Context: an optimization exercise on an open-source flow, tuned for small area, a short achievable clock period and few clock cycles. The choices shown serve that exercise and are no tape-out recipe.
The RTL was checked by simulation tests, not by an equivalence proof against the original design.

==> 10-25 <==
Design bsac_lag, start of the top module:
module bsac_lag (
    input  wire        clk,
    input  wire        rst,
    input  wire        in_valid,
    output wire        in_ready,
    input  wire [31:0] in_data,
    input  wire [6:0]  in_min_period,
    output wire        out_valid,
    input  wire        out_ready,
    output wire [6:0]  out_lag,
    output wire [6:0]  out_best_lag,
    output wire [8:0]  out_best_value,
    output wire [8:0]  out_global_max,
    output wire        out_err
);
export LEC_CHECK = 0
export ABC_AREA = 1
export CAP_MARGIN = 20
export CORE_MARGIN = 2
export CORE_UTILIZATION = 60
export PLACE_DENSITY = 0.7
export SETUP_SLACK_MARGIN = 5
export SLEW_MARGIN = 20
create_clock -name core_clock -period 10.0 [get_ports {clk}]
standard.sh (not shown) runs the stock make flow with config.mk's settings and CLKGATE_MAP_FILE= SYNTH_SCRIPT=/design/flow/synth_recipe.tcl, a recipe that flattens the netlist after the stock synthesis.
==> flow/flow/run.sh <==
#!/bin/bash
# The standard layout (the standard.sh: ORFS from synthesis to the final
# layout, unchanged clock and constraints) with two changes to how it is made:
#  - each input and output port is buffered with sky130_fd_sc_hd__buf_4
#    instead of the flow's default buffer choice;
#  - timing repair aims for 6.5 ns of setup slack instead of 5 ns.
set -e
export BUFFER_PORTS_ARGS="-buffer_cell sky130_fd_sc_hd__buf_4"
sed 's/SETUP_SLACK_MARGIN=[0-9.]*/SETUP_SLACK_MARGIN=6.5/' standard.sh > standard_m.sh
bash standard_m.sh > standard.log 2>&1
==> inputs of 02-16, as changes to 10-25 <==
--- a/flow/design.v
+++ b/flow/design.v
@@ -9,31 +9,29 @@
     input  wire        out_ready,
     output wire [6:0]  out_lag,
     output wire [6:0]  out_best_lag,
     output wire [8:0]  out_best_value,
     output wire [8:0]  out_global_max,
     output wire        out_err
 );
-    localparam integer E   = 4;      
-    localparam integer LE  = 2;     
+    localparam integer E   = 8;      
+    localparam integer LE  = 3;     
     localparam integer LAT = 3;    
     localparam integer GAP = 1;        
     localparam [6:0]   LASTW = 7'd127 - E + 7'd1;
     localparam [1:0] H_IDLE = 2'd0, H_RUN = 2'd2, H_CHK = 2'd3;
     reg        have;       
     reg [2:0]  beat;
     reg        busy;       
-    reg        pre;        
     reg        is_sw;      
     reg        is_gap;
     reg        is_st;      
     reg        iss;        
     reg [1:0]  gapc;
     reg [LAT-1:0] tv;      
-    reg        rv;         
     reg        hgo;        
     reg [1:0]  hs;         
     reg        dn;         
     reg        ov;         
     reg [255:0] nb;        
     reg [255:0] pk;
     reg [255:0] sh;
@@ -85,68 +83,98 @@
     reg [8:0]  g;
     reg [8:0]  bv;
     reg [6:0]  blr;
     wire [6:0] bl = blr;
     wire [9:0] g34 = ({1'b0, g} + {g, 1'b0}) >> 2;    
     reg [127:0] pass;
     reg [7:0]  dl;             
-    localparam integer NP = E / 2;
-    reg [8:0]  pmax [0:NP-1];
-    reg [8:0]  pmin [0:NP-1];
-    reg [LE:0] pidx [0:NP-1];
-    reg [NP-1:0] pany;
-    reg [6:0]  rj;
-    integer pe;
-    always @(posedge clk) begin
-        for (pe = 0; pe < NP; pe = pe + 1) begin
-            pmax[pe] <= (cv[2*pe+1] > cv[2*pe]) ? cv[2*pe+1] : cv[2*pe];
-            pany[pe] <= c_f[2*pe] || c_f[2*pe+1];
-            if (c_f[2*pe] && (!c_f[2*pe+1] || cv[2*pe] <= cv[2*pe+1])) begin
-                pmin[pe] <= cv[2*pe];
-                pidx[pe] <= 2 * pe;
+    localparam integer GS = E / 2;      
+    localparam integer TW = LE + 11;    
+    function [TW-1:0] tmin;             
+        input [TW-1:0] x, y;
+        begin
+            if (x[TW-1] && (!y[TW-1] || x[TW-2:LE+1] <= y[TW-2:LE+1]))
+                tmin = x;
+            else
+                tmin = y;
+        end
+    endfunction
+    function [8:0] tmax;
+        input [8:0] x, y;
+        tmax = (y > x) ? y : x;
+    endfunction
+    wire [TW-1:0] tv0 [0:E-1];
+    generate
+        for (ge = 0; ge < E; ge = ge + 1) begin : g_tv
+            assign tv0[ge] = {c_f[ge], cv[ge], ge[LE:0]};
+        end
+    endgenerate
+    reg  [8:0]  pmax [0:1];
+    reg  [8:0]  pmin [0:1];
+    reg  [LE:0] pidx [0:1];
+    reg  [1:0]  pany;
+    reg  [6:0]  rj;
+    reg         qv;
+    wire        rv = qv;
+    reg  [TW-1:0] gmn [0:1];
+    reg  [8:0]    gmx [0:1];
+    integer gi;
+    always @(*) begin
+        for (gi = 0; gi < 2; gi = gi + 1) begin
+            if (GS == 2) begin
+                gmn[gi] = tmin(tv0[2*gi], tv0[2*gi+1]);
+                gmx[gi] = tmax(cv[2*gi], cv[2*gi+1]);
             end else begin
-                pmin[pe] <= cv[2*pe+1];
-                pidx[pe] <= 2 * pe + 1;
+                gmn[gi] = tmin(tmin(tv0[4*gi], tv0[4*gi+1]), tmin(tv0[4*gi+2], tv0[4*gi+3]));
+                gmx[gi] = tmax(tmax(cv[4*gi], cv[4*gi+1]), tmax(cv[4*gi+2], cv[4*gi+3]));
             end
         end
+    end
+    integer gj;
+    always @(posedge clk) begin
+        for (gj = 0; gj < 2; gj = gj + 1) begin
+            pmax[gj] <= gmx[gj];
+            pmin[gj] <= gmn[gj][TW-2:LE+1];
+            pidx[gj] <= gmn[gj][LE:0];
+            pany[gj] <= gmn[gj][TW-1];
+        end
         rj <= c_j;
     end
     wire [E-1:0] pbit;
     generate
         for (ge = 0; ge < E; ge = ge + 1) begin : g_pass
             wire [10:0] c5 = {2'b0, cv[ge]} + {cv[ge], 2'b0};
             assign pbit[ge] = c5 <= {1'b0, g34};
         end
     endgenerate
     wire       m0  = pany[0] && pmin[0] < bv;
-    wire       m1  = (NP > 1) && pany[NP-1] && pmin[NP-1] < bv &&
-                     (!m0 || pmin[NP-1] < pmin[0]);
-    wire       x0  = pmax[0] > g && (NP == 1 || pmax[0] >= pmax[NP-1]);
-    wire       x1  = (NP > 1) && pmax[NP-1] > g && pmax[NP-1] > pmax[0];
+    wire       m1  = pany[1] && pmin[1] < bv && (!m0 || pmin[1] < pmin[0]);
+    wire       x0  = pmax[0] > g && pmax[0] >= pmax[1];
+    wire       x1  = pmax[1] > g && pmax[1] > pmax[0];
     integer pw;
     always @(posedge clk) begin
         if (c_v && c_m) begin
             for (pw = 0; pw < 128 / E; pw = pw + 1)
                 if (c_j[6:LE] == pw)
                     pass[pw*E +: E] <= pbit;
             dl <= {1'b0, c_j} + E;
         end
         if (is_gap)
             dl <= 8'd0;
-        if (pre) begin
+        if (start) begin
             g  <= 9'd0;
             bv <= 9'h1ff;
         end else if (rv) begin
             if (x1)
-                g <= pmax[NP-1];
+                g <= pmax[1];
             else if (x0)
                 g <= pmax[0];
             if (m1) begin
-                bv  <= pmin[NP-1];
-                blr <= rj + pidx[NP-1];
+                bv  <= pmin[1];
+                blr <= rj + pidx[1];
             end else if (m0) begin
                 bv  <= pmin[0];
                 blr <= rj + pidx[0];
             end
         end
     end
     reg [6:0]  d;          
@@ -355,28 +383,30 @@
             mp_ld <= in_min_period;
     end
     reg [6:0]  o_lag, o_bl;
     reg [8:0]  o_bv, o_g;
     reg        o_err;
     wire copy  = dn && !ov;
     wire start = have && !busy && (!dn || !ov);
-    wire iss_nx = pre ||
+    wire iss_nx = start ||
                   (is_sw && ij != LASTW) ||
                   (is_gap && gapc == GAP - 1) ||
                   (is_st && iss && ij != LASTW && !fin &&
                    !((hs != H_IDLE) && ({1'b0, ij} + E >= {1'b0, bl})));
     wire [6:0] ij_nx = (!iss || (is_sw && ij == LASTW)) ? 7'd0 : ij + E;
     integer mb;
     always @(posedge clk) begin
         if (beat_ok)
             nb <= {nb[223:0], in_data};
         if (start)
             pk <= nb;
         if (iss)
             sh <= sh << E;
+        else if (start)
+            sh <= nb;
         else
             sh <= pk;
         if (copy) begin
             o_lag <= rlag;
             o_err <= rerr;
             o_bl  <= blr;
             o_bv  <= bv;
@@ -394,22 +424,21 @@
             mk[mb] <= mb >= ij_nx[6:3];
     end
     always @(posedge clk) begin
         if (rst) begin
             have   <= 1'b0;
             beat   <= 3'd0;
             busy   <= 1'b0;
-            pre    <= 1'b0;
             is_sw  <= 1'b0;
             is_gap <= 1'b0;
             is_st  <= 1'b0;
             iss    <= 1'b0;
             gapc   <= 2'd0;
             tv     <= {LAT{1'b0}};
-            rv     <= 1'b0;
+            qv     <= 1'b0;
             hgo    <= 1'b0;
             hgo2   <= 1'b0;
             hs     <= H_IDLE;
             stall  <= 1'b0;
             dn     <= 1'b0;
             ov     <= 1'b0;
             ds_act <= 1'b0;
@@ -418,21 +447,20 @@
             dv_ov  <= 1'b0;
         end else begin
             if (beat_ok) begin
                 beat <= beat + 3'd1;
                 if (beat == 3'd7)
                     have <= 1'b1;
             end
-            pre <= start;
             if (start) begin
                 have <= 1'b0;
                 busy <= 1'b1;
             end
             iss <= iss_nx;
-            if (pre)
+            if (start)
                 is_sw <= 1'b1;
             if (is_sw && ij == LASTW) begin
                 is_sw  <= 1'b0;
                 is_gap <= 1'b1;
                 gapc   <= 2'd0;
             end
             if (is_gap) begin
@@ -441,15 +469,15 @@
                     is_gap <= 1'b0;
                     is_st  <= 1'b1;
                 end
             end
             if (is_st && !iss_nx)
                 is_st <= 1'b0;
             tv  <= {tv[LAT-2:0], iss};
-            rv  <= c_v && !c_m;
+            qv  <= c_v && !c_m;
             hgo <= rv && rj == LASTW;
             hgo2 <= hgo;
             if (rsx) begin
                 a_v   <= 1'b0;
                 b_v   <= 1'b0;
                 dv_ov <= 1'b0;
             end else if (!stall) begin
==> inputs of 06-17, as changes to 10-25 <==
--- a/flow/design.v
+++ b/flow/design.v
@@ -9,31 +9,29 @@
     input  wire        out_ready,
     output wire [6:0]  out_lag,
     output wire [6:0]  out_best_lag,
     output wire [8:0]  out_best_value,
     output wire [8:0]  out_global_max,
     output wire        out_err
 );
-    localparam integer E   = 4;      
-    localparam integer LE  = 2;     
+    localparam integer E   = 8;      
+    localparam integer LE  = 3;     
     localparam integer LAT = 3;    
     localparam integer GAP = 1;        
     localparam [6:0]   LASTW = 7'd127 - E + 7'd1;
     localparam [1:0] H_IDLE = 2'd0, H_RUN = 2'd2, H_CHK = 2'd3;
     reg        have;       
     reg [2:0]  beat;
     reg        busy;       
-    reg        pre;        
     reg        is_sw;      
     reg        is_gap;
     reg        is_st;      
     reg        iss;        
     reg [1:0]  gapc;
     reg [LAT-1:0] tv;      
-    reg        rv;         
     reg        hgo;        
     reg [1:0]  hs;         
     reg        dn;         
     reg        ov;         
     reg [255:0] nb;        
     reg [255:0] pk;
     reg [255:0] sh;
@@ -85,68 +83,98 @@
     reg [8:0]  g;
     reg [8:0]  bv;
     reg [6:0]  blr;
     wire [6:0] bl = blr;
     wire [9:0] g34 = ({1'b0, g} + {g, 1'b0}) >> 2;    
     reg [127:0] pass;
     reg [7:0]  dl;             
-    localparam integer NP = E / 2;
-    reg [8:0]  pmax [0:NP-1];
-    reg [8:0]  pmin [0:NP-1];
-    reg [LE:0] pidx [0:NP-1];
-    reg [NP-1:0] pany;
-    reg [6:0]  rj;
-    integer pe;
-    always @(posedge clk) begin
-        for (pe = 0; pe < NP; pe = pe + 1) begin
-            pmax[pe] <= (cv[2*pe+1] > cv[2*pe]) ? cv[2*pe+1] : cv[2*pe];
-            pany[pe] <= c_f[2*pe] || c_f[2*pe+1];
-            if (c_f[2*pe] && (!c_f[2*pe+1] || cv[2*pe] <= cv[2*pe+1])) begin
-                pmin[pe] <= cv[2*pe];
-                pidx[pe] <= 2 * pe;
+    localparam integer GS = E / 2;      
+    localparam integer TW = LE + 11;    
+    function [TW-1:0] tmin;             
+        input [TW-1:0] x, y;
+        begin
+            if (x[TW-1] && (!y[TW-1] || x[TW-2:LE+1] <= y[TW-2:LE+1]))
+                tmin = x;
+            else
+                tmin = y;
+        end
+    endfunction
+    function [8:0] tmax;
+        input [8:0] x, y;
+        tmax = (y > x) ? y : x;
+    endfunction
+    wire [TW-1:0] tv0 [0:E-1];
+    generate
+        for (ge = 0; ge < E; ge = ge + 1) begin : g_tv
+            assign tv0[ge] = {c_f[ge], cv[ge], ge[LE:0]};
+        end
+    endgenerate
+    reg  [8:0]  pmax [0:1];
+    reg  [8:0]  pmin [0:1];
+    reg  [LE:0] pidx [0:1];
+    reg  [1:0]  pany;
+    reg  [6:0]  rj;
+    reg         qv;
+    wire        rv = qv;
+    reg  [TW-1:0] gmn [0:1];
+    reg  [8:0]    gmx [0:1];
+    integer gi;
+    always @(*) begin
+        for (gi = 0; gi < 2; gi = gi + 1) begin
+            if (GS == 2) begin
+                gmn[gi] = tmin(tv0[2*gi], tv0[2*gi+1]);
+                gmx[gi] = tmax(cv[2*gi], cv[2*gi+1]);
             end else begin
-                pmin[pe] <= cv[2*pe+1];
-                pidx[pe] <= 2 * pe + 1;
+                gmn[gi] = tmin(tmin(tv0[4*gi], tv0[4*gi+1]), tmin(tv0[4*gi+2], tv0[4*gi+3]));
+                gmx[gi] = tmax(tmax(cv[4*gi], cv[4*gi+1]), tmax(cv[4*gi+2], cv[4*gi+3]));
             end
         end
+    end
+    integer gj;
+    always @(posedge clk) begin
+        for (gj = 0; gj < 2; gj = gj + 1) begin
+            pmax[gj] <= gmx[gj];
+            pmin[gj] <= gmn[gj][TW-2:LE+1];
+            pidx[gj] <= gmn[gj][LE:0];
+            pany[gj] <= gmn[gj][TW-1];
+        end
         rj <= c_j;
     end
     wire [E-1:0] pbit;
     generate
         for (ge = 0; ge < E; ge = ge + 1) begin : g_pass
             wire [10:0] c5 = {2'b0, cv[ge]} + {cv[ge], 2'b0};
             assign pbit[ge] = c5 <= {1'b0, g34};
         end
     endgenerate
     wire       m0  = pany[0] && pmin[0] < bv;
-    wire       m1  = (NP > 1) && pany[NP-1] && pmin[NP-1] < bv &&
-                     (!m0 || pmin[NP-1] < pmin[0]);
-    wire       x0  = pmax[0] > g && (NP == 1 || pmax[0] >= pmax[NP-1]);
-    wire       x1  = (NP > 1) && pmax[NP-1] > g && pmax[NP-1] > pmax[0];
+    wire       m1  = pany[1] && pmin[1] < bv && (!m0 || pmin[1] < pmin[0]);
+    wire       x0  = pmax[0] > g && pmax[0] >= pmax[1];
+    wire       x1  = pmax[1] > g && pmax[1] > pmax[0];
     integer pw;
     always @(posedge clk) begin
         if (c_v && c_m) begin
             for (pw = 0; pw < 128 / E; pw = pw + 1)
                 if (c_j[6:LE] == pw)
                     pass[pw*E +: E] <= pbit;
             dl <= {1'b0, c_j} + E;
         end
         if (is_gap)
             dl <= 8'd0;
-        if (pre) begin
+        if (start) begin
             g  <= 9'd0;
             bv <= 9'h1ff;
         end else if (rv) begin
             if (x1)
-                g <= pmax[NP-1];
+                g <= pmax[1];
             else if (x0)
                 g <= pmax[0];
             if (m1) begin
-                bv  <= pmin[NP-1];
-                blr <= rj + pidx[NP-1];
+                bv  <= pmin[1];
+                blr <= rj + pidx[1];
             end else if (m0) begin
                 bv  <= pmin[0];
                 blr <= rj + pidx[0];
             end
         end
     end
     reg [6:0]  d;          
@@ -355,28 +383,30 @@
             mp_ld <= in_min_period;
     end
     reg [6:0]  o_lag, o_bl;
     reg [8:0]  o_bv, o_g;
     reg        o_err;
     wire copy  = dn && !ov;
     wire start = have && !busy && (!dn || !ov);
-    wire iss_nx = pre ||
+    wire iss_nx = start ||
                   (is_sw && ij != LASTW) ||
                   (is_gap && gapc == GAP - 1) ||
                   (is_st && iss && ij != LASTW && !fin &&
                    !((hs != H_IDLE) && ({1'b0, ij} + E >= {1'b0, bl})));
     wire [6:0] ij_nx = (!iss || (is_sw && ij == LASTW)) ? 7'd0 : ij + E;
     integer mb;
     always @(posedge clk) begin
         if (beat_ok)
             nb <= {nb[223:0], in_data};
         if (start)
             pk <= nb;
         if (iss)
             sh <= sh << E;
+        else if (start)
+            sh <= nb;
         else
             sh <= pk;
         if (copy) begin
             o_lag <= rlag;
             o_err <= rerr;
             o_bl  <= blr;
             o_bv  <= bv;
@@ -394,22 +424,21 @@
             mk[mb] <= mb >= ij_nx[6:3];
     end
     always @(posedge clk) begin
         if (rst) begin
             have   <= 1'b0;
             beat   <= 3'd0;
             busy   <= 1'b0;
-            pre    <= 1'b0;
             is_sw  <= 1'b0;
             is_gap <= 1'b0;
             is_st  <= 1'b0;
             iss    <= 1'b0;
             gapc   <= 2'd0;
             tv     <= {LAT{1'b0}};
-            rv     <= 1'b0;
+            qv     <= 1'b0;
             hgo    <= 1'b0;
             hgo2   <= 1'b0;
             hs     <= H_IDLE;
             stall  <= 1'b0;
             dn     <= 1'b0;
             ov     <= 1'b0;
             ds_act <= 1'b0;
@@ -418,21 +447,20 @@
             dv_ov  <= 1'b0;
         end else begin
             if (beat_ok) begin
                 beat <= beat + 3'd1;
                 if (beat == 3'd7)
                     have <= 1'b1;
             end
-            pre <= start;
             if (start) begin
                 have <= 1'b0;
                 busy <= 1'b1;
             end
             iss <= iss_nx;
-            if (pre)
+            if (start)
                 is_sw <= 1'b1;
             if (is_sw && ij == LASTW) begin
                 is_sw  <= 1'b0;
                 is_gap <= 1'b1;
                 gapc   <= 2'd0;
             end
             if (is_gap) begin
@@ -441,15 +469,15 @@
                     is_gap <= 1'b0;
                     is_st  <= 1'b1;
                 end
             end
             if (is_st && !iss_nx)
                 is_st <= 1'b0;
             tv  <= {tv[LAT-2:0], iss};
-            rv  <= c_v && !c_m;
+            qv  <= c_v && !c_m;
             hgo <= rv && rj == LASTW;
             hgo2 <= hgo;
             if (rsx) begin
                 a_v   <= 1'b0;
                 b_v   <= 1'b0;
                 dv_ov <= 1'b0;
             end else if (!stall) begin
- ABC_AREA: 1 -> default
==> notes <==
The lowest sequential share of layout area belongs to 06-17, the highest to 10-25. Final cell count: 10-25 < 06-17 < 02-16. Between 10-25 and 06-17, the lower utilization is in 10-25 (gap 1.6 points). Clock skew, lowest first: 02-16, 10-25, 06-17.
==> figures <==
| item | 06-17 | 02-16 | 10-25 |
|---|---|---|---|
| Number of placed instances with taps included | 13,600 | 15,600 | 10,400 |
| Final clock-cell share | 0.0455 | 0.0464 | 0.0547 |
| Detailed-route wire length on metal 1 | 176,000 µm | 177,000 µm | 102,000 µm |
| TritonCTS sink count | 1,914 | 1,914 | 1,591 |
| Yosys warnings | 16 | 16 | 12 |
| Run status | complete, no violations | complete, no violations | complete, no violations |
| Min Tclk post-route | 3.82 ns | 3.49 ns | 3.45 ns |
| Simple-gate share of the synthesized area | 0.0289 | 0.0931 | 0.104 |
| Metal3 WL | 40,200 µm | 46,800 µm | 18,100 µm |
| Final core utilization | 0.666 | 0.656 | 0.650 |
| Count of clock buffers in the final design | 274 | 283 | 225 |
| Largest stage delay on the critical path | 0.42 ns | 0.81 ns | 0.47 ns |
Testbench counts of 10-25, summed over its fixed seeds: cycles 7,668.
Testbench counts of 02-16, summed over its fixed seeds: cycles 4,797.
Testbench counts of 06-17, summed over its fixed seeds: cycles 4,797.

## afterwards: timing with drivers on the ports
Ports are ideal in the flow. The routed layouts listed here were re-timed in OpenROAD.
Step 1 assumes that a clkbuf_16 drives the clock port and a buf_2 every other input.
Step 2, shift: input delay + t, output delay - t, t = (earliest + latest rising clock arrival at the registers) / 2. This alone moves slack from input paths to output paths.
Three values: no drivers, after step 1, after step 2; two values: the first two.
run | t (ns) | setup slack, ns | hold slack, ns | worst setup path after step 2
10-25 | 0.898 | 6.547 / 6.453 / 5.780 | 0.322 / 0.322 / 0.322 | input to register
02-16 | 0.960 | 6.508 / 6.452 / 5.742 | 0.323 / 0.323 / 0.323 | input to register
06-17 | 0.965 | 6.182 / 6.182 / 5.646 | 0.298 / 0.298 / 0.298 | input to register
After both steps every run listed still meets setup and hold. For 10-25, which loses most, drivers alone change the setup slack by -0.094 ns; drivers and shift together by -0.767 ns.
